From an optimization exercise on the open Yosys and OpenROAD flow, aimed at small area, a short achievable clock period and few clock cycles per item; shortcuts taken in it are not production practice. Where RTL was checked, it was by simulation tests only, not by an equivalence proof against the original. Function not checked in run 2: the RTL went through the layout flow alone. Power and IR drop assume default switching activity.

==> flow/design.v (outline; a module is shown in full before it is edited, if it fits) <==
// module fa: 4 lines
// module ha: 4 lines
// module preamble_sync: 12910 lines
module preamble_sync (
    input  wire              clk,
    input  wire              rst,         
    input  wire              pre_we,
    input  wire [3:0]        pre_idx,
    input  wire signed [7:0] pre_re,
    input  wire signed [7:0] pre_im,
    input  wire              in_valid,
    output wire              in_ready,
    input  wire signed [7:0] in_re,
    input  wire signed [7:0] in_im,
    input  wire              in_last,
    output reg               res_valid,
    input  wire              res_ready,
    output reg  [11:0]       res_start,
    output reg  [39:0]       res_power,
    output reg               res_nolag,
    output reg               idle
);
  // ...
==> flow/flow/run.sh <==
#!/bin/bash
# Layout flow: the standard flow (standard.sh, all steps from the standard
# synthesis to the final layout), with two changes:
#  - the buffers that buffer_ports puts on every input and output port are
#    sky130_fd_sc_hd__buf_4 instead of the delay buffer it picks by default;
#  - timing repair aims at 3.8 ns (setup margin 8.7 ns below the 12.5 ns
#    clock), so that it sizes up the weak drivers on the longest paths.
# make's full output goes to standard_flow.log in the folder the flow runs
# in; the ORFS step logs stay under orfs/logs/.
set -euo pipefail
bash standard.sh "BUFFER_PORTS_ARGS=-buffer_cell sky130_fd_sc_hd__buf_4" SETUP_SLACK_MARGIN=8.7 finish > standard_flow.log 2>&1
==> flow/standard.sh <==
#!/bin/bash
# synth_recipe.tcl (not shown) runs the flow's synth.tcl, then flattens the netlist and writes it again
# the make line also repeats each setting of config.mk as NAME=value (left out here)
make -C /OpenROAD-flow-scripts/flow DESIGN_CONFIG=/design/flow/config.mk WORK_HOME=/design/flow/orfs CLKGATE_MAP_FILE= SYNTH_SCRIPT=/design/flow/synth_recipe.tcl "${@:-finish}"
==> flow/config.mk <==
export PLATFORM = sky130hd
export DESIGN_NAME = preamble_sync
export DESIGN_NICKNAME = preamble_sync
export VERILOG_FILES = /design/flow/design.v
export SDC_FILE = /design/flow/constraint.sdc
export NUM_CORES = 4
export LEC_CHECK = 0
export CAP_MARGIN = 20
export CORE_MARGIN = 2
export CORE_UTILIZATION = 40
export CTS_CLUSTER_DIAMETER = 100
export CTS_CLUSTER_SIZE = 20
export SLEW_MARGIN = 20
export SYNTH_HIERARCHICAL = 1
==> flow/constraint.sdc <==
create_clock -name core_clock -period 12.5 [get_ports {clk}]
set_input_delay 2.5000 -clock core_clock [delete_from_list [all_inputs] [get_ports {clk}]]
set_output_delay 2.5000 -clock core_clock [all_outputs]
set_load 0.01 [all_outputs]
==> results.yml, run 1 <==
placed_design:
  place_inst: 17050
  detailed_place.area_sq_mm: 0.1533
final_layout:
  nNetsFinal: 16630
  multi_input_area_share_pct: 65.37
  final_area_sq_mm: 0.1617
  fin_util_pct: 43.52
  multi_input_cells: 9890
  clock_area_share_pct: 2.290
  buffer_area_share_pct: 3.345
routing:
  dr.pass1.iters: 8
  wl_met3_mm: 70.84
  highest_layer: "met5"
  vias_per_cell: 5.651
clock_network:
  insertion_delay_ns: 0.98
  clk_path_buf_depth: 4
  numCtsBuffers: 118
  clock-sinks: 1765
power:
  p_total_w: 0.03387
  p_int_w: 0.01835
  sw_frac_of_total_pct: 45.83
  p_sw_w: 0.01552
  power_frac_comb_pct: 63.2
  p_clk_share_pct: 12.6
yosys:
  synth_most_common_cell: "nand2_1"
  synth_seq_cells: 1765
  synth_top_area_cell: "fa_1"
  synthTopCellsByCount: "nand2_1, fa_1, dfxtp_1"
  ys_warn_count: 7
  synth.area.top_cells: "fa_1, dfxtp_1, nand2_1"
  netlist.area_leader.share_pct: 51.27
global_routing:
  grt_overflow: 0
die:
  dieArea_sq_mm: 0.3776
  initial_core_util_pct: 40.12
  die_w_um: 614.5
  nWellTaps: 4972
  ios: 98
timing:
  worstMarginPinSlew_ns: 1.187
  rsz0062_at_grt: "true"
setup_path:
  crit_path_start: "res_power[26]"
  r2r_setup_slack_ns: 8.65
min_path:
  worstHoldEndpoint: "row_v[1]"
run_status:
  status: "timing/DRC/antenna clean"
Testbench counts, summed over its fixed seeds: cycles 4,160, samples 4,096.
==> inputs of run 2 (changes only) <==
--- a/flow/design.v
+++ b/flow/design.v
@@ -53,30 +53,28 @@
     reg signed [8:0] pe12, pg12;
     reg signed [7:0] pc13;
     reg signed [8:0] pe13, pg13;
     reg signed [7:0] pc14;
     reg signed [8:0] pe14, pg14;
     reg signed [7:0] pc15;
     reg signed [8:0] pe15, pg15;
     reg              we_r;
-    reg              rst_r;     
     reg        [3:0] idx_r;
-    reg signed [7:0] re_r;
-    reg signed [8:0] pre_e, pre_g;
+    reg signed [7:0] re_r, im_r;
+    wire signed [8:0] pre_e = re_r - im_r;
+    wire signed [8:0] pre_g = re_r + im_r;
     always @(posedge clk) begin
         idx_r <= pre_idx;
         re_r  <= pre_re;
-        pre_e <= pre_re - pre_im;
-        pre_g <= pre_re + pre_im;
+        im_r  <= pre_im;
         we_r  <= pre_we && !rst;
-        rst_r <= rst;
     end
     always @(posedge clk) begin
-        if (rst_r) begin
+        if (rst) begin
                 pc0 <= 8'sd0; pe0 <= 9'sd0; pg0 <= 9'sd0;
             pc1 <= 8'sd0; pe1 <= 9'sd0; pg1 <= 9'sd0;
             pc2 <= 8'sd0; pe2 <= 9'sd0; pg2 <= 9'sd0;
             pc3 <= 8'sd0; pe3 <= 9'sd0; pg3 <= 9'sd0;
             pc4 <= 8'sd0; pe4 <= 9'sd0; pg4 <= 9'sd0;
             pc5 <= 8'sd0; pe5 <= 9'sd0; pg5 <= 9'sd0;
             pc6 <= 8'sd0; pe6 <= 9'sd0; pg6 <= 9'sd0;
             pc7 <= 8'sd0; pe7 <= 9'sd0; pg7 <= 9'sd0;
@@ -111,37 +109,40 @@
     end
     reg        rdy;             
     reg  [1:0] nres;            
     reg  [4:0] cnt;             
     wire acc  = in_valid && rdy;
     wire take = res_valid && res_ready;
     wire full = cnt[4] || (cnt == 5'd15);      
     wire [1:0] nres_nx = nres + {1'b0, acc && in_last} - {1'b0, take};
-    wire [4:0] cnt_nx  = !acc ? cnt : in_last ? 5'd0 : cnt[4] ? cnt : cnt + 5'd1;
-    wire       rdy_nx  = !(nres_nx == 2'd2 || (nres_nx != 2'd0 && (cnt_nx[4] || cnt_nx == 5'd15)));
     reg signed [7:0] in_a, in_b;
     reg              acc_i, v_i, l_i;
     always @(posedge clk) begin
         in_a <= in_re;
         in_b <= in_im;
         if (rst) begin
             rdy   <= 1'b1;
             nres  <= 2'd0;
             cnt   <= 5'd0;
             acc_i <= 1'b0;
             v_i   <= 1'b0;
             l_i   <= 1'b0;
         end else begin
             nres  <= nres_nx;
-            rdy   <= rdy_nx;
+            rdy   <= (nres_nx != 2'd2);
             acc_i <= acc;
             v_i   <= acc && full;
             l_i   <= acc && in_last;
-            cnt   <= cnt_nx;
+            if (acc) begin
+                if (in_last)
+                    cnt <= 5'd0;
+                else if (!cnt[4])
+                    cnt <= cnt + 5'd1;
+            end
         end
     end
     reg signed [7:0] w_a0, w_b0;
     reg signed [8:0] w_s0;
     reg signed [7:0] w_a1, w_b1;
     reg signed [8:0] w_s1;
     reg signed [7:0] w_a2, w_b2;
     reg signed [8:0] w_s2;
@@ -12861,58 +12862,66 @@
             v_c <= v_b; l_c <= l_b;
             v_d <= v_c; l_d <= l_c;
             v_e <= v_d; l_e <= l_d;
             idle <= !(acc || acc_i || v_i || l_i || v_w || l_w || v_a || l_a ||
                       v_b || l_b || v_c || l_c || v_d || l_d);
         end
     end
     reg [11:0] ocnt;        
+    reg [11:0] best_o;
+    reg [38:0] best_p;
     reg        have;        
-    reg        q_nolag;     
-    wire better = !have || pw_r > res_power[38:0];
+    reg        held;        
+    wire        upd   = v_e && (!have || pw_r > best_p);
+    wire [11:0] fin_o = upd ? ocnt : best_o;
+    wire [38:0] fin_p = upd ? pw_r : best_p;
+    wire        fin_h = have || v_e;
+    wire        out_free = !res_valid || res_ready;
     always @(posedge clk) begin
         if (rst) begin
             ocnt      <= 12'd0;
+            best_o    <= 12'd0;
+            best_p    <= 39'd0;
             have      <= 1'b0;
-            q_nolag   <= 1'b0;
+            held      <= 1'b0;
             res_valid <= 1'b0;
             res_start <= 12'd0;
             res_power <= 40'd0;
             res_nolag <= 1'b0;
         end else begin
             if (l_e)
                 ocnt <= 12'd0;
             else if (v_e)
                 ocnt <= ocnt + 12'd1;
-            if (take) begin
-                res_valid <= q_nolag;
-                if (q_nolag) begin
-                    res_nolag <= 1'b1;
-                    res_start <= 12'd0;
-                    res_power <= 40'd0;
-                    q_nolag   <= 1'b0;
-                end
-            end
-            if (v_e) begin
-                have <= 1'b1;
-                if (better) begin
-                    res_power <= {1'b0, pw_r};
-                    res_start <= ocnt;
+            if (take)
+                res_valid <= 1'b0;
+            if (held) begin
+                if (take) begin
+                    res_valid <= 1'b1;
+                    res_start <= have ? best_o : 12'd0;
+                    res_power <= have ? {1'b0, best_p} : 40'd0;
+                    res_nolag <= !have;
+                    have      <= 1'b0;
+                    held      <= 1'b0;
                 end
-            end
-            if (l_e) begin
-                have <= 1'b0;
-                if (res_valid && !take) begin
-                    q_nolag <= 1'b1;
-                end else begin
+            end else if (l_e) begin
+                if (out_free) begin
                     res_valid <= 1'b1;
-                    res_nolag <= !(have || v_e);
-                    if (!(have || v_e)) begin
-                        res_start <= 12'd0;
-                        res_power <= 40'd0;
-                    end
+                    res_start <= fin_h ? fin_o : 12'd0;
+                    res_power <= fin_h ? {1'b0, fin_p} : 40'd0;
+                    res_nolag <= !fin_h;
+                    have      <= 1'b0;
+                end else begin
+                    best_o <= fin_o;
+                    best_p <= fin_p;
+                    have   <= fin_h;
+                    held   <= 1'b1;
                 end
+            end else if (upd) begin
+                best_o <= ocnt;
+                best_p <= pw_r;
+                have   <= 1'b1;
             end
         end
     end
     assign in_ready = rdy;
 endmodule
==> flow/run.sh (new file) <==
#!/bin/bash
# synth_recipe.tcl (not shown) runs the flow's synth.tcl, then flattens the netlist and writes it again
# the make line also repeats each setting of config.mk as NAME=value (left out here)
make -C /OpenROAD-flow-scripts/flow DESIGN_CONFIG=/design/flow/config.mk WORK_HOME=/design/flow/orfs CLKGATE_MAP_FILE= SYNTH_SCRIPT=/design/flow/synth_recipe.tcl finish
==> flow/config.mk (replaced) <==
export PLATFORM = sky130hd
export DESIGN_NAME = preamble_sync
export DESIGN_NICKNAME = preamble_sync
export VERILOG_FILES = /design/flow/design.v
export SDC_FILE = /design/flow/constraint.sdc
export NUM_CORES = 4
export LEC_CHECK = 0
export CAP_MARGIN = 20
export CORE_MARGIN = 2
export CORE_UTILIZATION = 40
export SLEW_MARGIN = 20
export SYNTH_HIERARCHICAL = 1
removed: flow/flow/run.sh
removed: flow/standard.sh
==> results.yml, run 2 <==
yosys:
  ys_warn_count: 7
  synthArstFlopShare_pct: 0
  netlist.area_leader.share_pct: 50.71
  avgSynthCellArea_sq_um: 11.71
  synth_edf_count: 400
  synth_cell_types: 75
  synthesis.area_sq_mm: 0.1507
  synth_top_area_cell: "fa_1"
  synth_most_common_cell: "fa_1"
  synth_seq_cells: 1805
  synth.area.top_cells: "fa_1, dfxtp_1, nand2_1"
  netlist_instances: 12870
  synthTopCellsByCount: "fa_1, nand2_1, dfxtp_1"
  ys.flop_type: "dfxtp_1"
  yosysSeqAreaShare_pct: 26.63
clock_network:
  clock-sinks: 1805
  root_buffer: "clkbuf_16"
  cts_resized: 0
  clk_pin_slew_ns: 0.06
  post_cts_buffers: 0
  numCtsBuffers: 217
  clk_path_buf_depth: 4
  cts_tree: "done"
  ctsHoldBuffers: 0
  htree_num_levels: 4
  insertion_delay_ns: 0.96
min_path:
  worstHoldEndpoint: "row_u[1]"
  hold_class: "flip-flop to flip-flop"
  hold_start: "csa_u[1]"
  min_path_cells: 0
die:
  dieArea_sq_mm: 0.3818
  die_w_um: 617.9
  initial_core_util_pct: 40.17
  num_rows: 225
  ios: 98
  die_h_um: 617.9
  core-area_sq_mm: 0.3753
final_layout:
  drive_gt1_share_pct: 4.155
  fin_util_pct: 43.34
  final_cell_mix: "fa_1, nand2_1, dfxtp_1"
  nNetsFinal: 16340
  syn2layout_area_growth_pct: 7.890
  final_common_cell: "fa_1"
  largestRegisters: "csa_t: 169 flops, csa_u: 169 flops, csa_v: 169 flops"
routing:
  ant_nets: 0
  dr.first_iter.drc_count: 11530
  vias_per_cell: 5.645
  dr.pass1.iters: 6
  drt_wl_total_mm: 541.0
  drcViolationCount: 0
  routedWlPerCell_um: 30.93
  vias: 98730
setup_path:
  cp_num_buf_inv: 1
  crit_fanout: 2
  r2r_setup_slack_ns: 8.32
  cpMaxStageDelayCell: "clkdlybuf4s50_1"
  r2r-end: "pe4[7]"
  ff2ff_path_depth: 11
  crit_family: "buffers and inverters"
  critPathMaxStageDelay_ns: 0.58
  r2r_start: "re_r[1]"
  worstSetupPathType: "flip-flop to output pin"
  cp-end-kind: "output pin"
  cp.depth: 1
  arrival_ns: 1.94
  required_ns: 10.00
  cp-start-kind: "flip-flop"
  path_cells: "clkdlybuf4s50_1"
global_routing:
  grtUsageTotal_pct: 28.86
  grt_max_degree: 121
  grt_overflow: 0
  grt_pass1_wl_mm: 779.7
  antenna_found_initial: 44
  grt_pass1_vias: 105600
timing:
  min_period_ns: 4.438
  clock.fmax_mhz: 225.3
  drv_slew: 0
  fin_skew_ns: 0.06526
  hold_viol_final: 0
  worstMarginPinSlew_ns: 1.215
  finalSetupViolCount: 0
  period_share_pct: 35.50
  tns_ns: 0
  rsz0062_at_grt: "false"
  relSlewSlack_pct: 18.86
run:
  cap_violations: 0
run_status:
  status: "timing/DRC/antenna clean"
power:
  ir_drop_uv: 565.4
  leakagePower_nw: 47.47
  power.density_mw_per_mm2: 231.3
placed_design:
  post-dp-hpwl_mm: 440.7
  io_buffer_count: 96
  gp_congestion: 1.018
## run 2: per-stage QoR
stage | hold WS, ns | instances | setup slack (ns) | power, W | instance area [sq um]
finish | 0.3227 | 17490 | 8.062 | 0.03762 | 162600
global route | 0.3300 | 17490 | 7.994 | 0.04003 | 162600
CTS | 0.3242 | 17460 | 7.964 | 0.03724 | 162500
detailed placement | 0.3136 | 17060 | 7.620 | 0.03051 | 155100
global placement | 0.3110 | 17060 | 7.662 | 0.03026 | 155100
floorplan | 0.3096 | 12890 | 2.362 | 0.02168 | 150800
## run 2: final cells by class
type,count,area (sq um)
diodes,29,72.57
clock buffers,302,6439
clock inverters,97,979.7
fillers,34750,212600
inverters,244,918.4
multi-input cells,9842,106200
flip-flops and latches,1805,40150
well taps,4994,6248
repair buffers,178,1633
## run 2: layer usage
metal	GRT usage, %	wire (um)
met3	7.021	62130
met2	43.92	239700
met1	37.01	196000
met5	0	150
met4	18.48	43020
## run 2: how the worst max path moves through the flow
stage          slack [ns]           from             to
6_report             8.06  res_power[38]  res_power[38]
5_1_grt              7.99      res_valid      res_valid
4_1_cts              7.96  res_power[38]  res_power[38]
3_5_place_dp         7.62            rst        pc10[2]
3_3_place_gp         7.66            rst        pc10[4]
2_1_floorplan        2.36          acc_i           idle
## run 2: kinds of logic (layout without fill, tap and decap cells)
group	count (synthesis)	in the layout	share of synthesized area, %
flops	1805	1805	26.63
other cells	2	51	0.004982
compound gates	758	758	3.056
simple gates	4849	4849	13.61
mux	105	105	0.6981
buf+inv	1244	821	3.127
fa+ha+maj	4013	4013	52.33
xor+xnor	95	95	0.5520
## run 2: worst register-to-register path: stages, from the launching register on
cell     delay [ns]
dfxtp_1        0.30
buf_4          0.47
ha_1           0.37
nor2b_1        0.13
o21ai_1        0.18
a21oi_1        0.13
o21ai_0        0.22
a21oi_1        0.14
o21a_1         0.19
o21ai_0        0.66
nand3_1        0.83
o21ai_0        0.41
## run 2: power breakdown
group          total (W)  internal (W)  switching, W
Combinational     0.0224       0.00918        0.0132
Clock            0.00669       0.00385       0.00285
Sequential       0.00855       0.00734       0.00121
## run 2: per-module statistics from Yosys, one instance, submodules excluded
| module | flip-flops and latches | copies in the design |
|---|---|---|
| fa | 0 | 3812 |
| ha | 0 | 55 |
| preamble_sync | 1805 | 1 |

static timing again, ports no longer ideal:
Ports are ideal in the flow. The routed layouts listed here were re-timed in OpenROAD.
Step 1 (the two cells are an assumption about what drives the block):
set clk [get_ports {clk}]
set_driving_cell -lib_cell sky130_fd_sc_hd__clkbuf_16 $clk
set_driving_cell -lib_cell sky130_fd_sc_hd__buf_2 [delete_from_list [all_inputs] $clk]
Step 2 adds t to the input delays and takes it off the output delays; t is the mean of the earliest and latest rising clock arrival at the registers after step 1. Input paths then give back, and output paths get back, about the clock's delay inside the block.
Three values: no drivers, after step 1, after step 2; two values: the first two.
| run | t, ns | slack for setup (ns) | worst setup path after step 2 | worst slew at a driven data input, ns | pins driven straight from the clock port |
|---|---|---|---|---|---|
| run 1 | 1.044 | 8.583 / 8.470 / 7.975 | input to register | 0.07 | 1 |
| run 2 | 1.042 | 8.062 / 7.949 / 7.476 | input to register | 0.05 | 1 |
After both steps setup and hold are still met in every run listed. For run 1, which loses most, drivers alone change the setup slack by -0.113 ns; drivers and shift together by -0.608 ns.
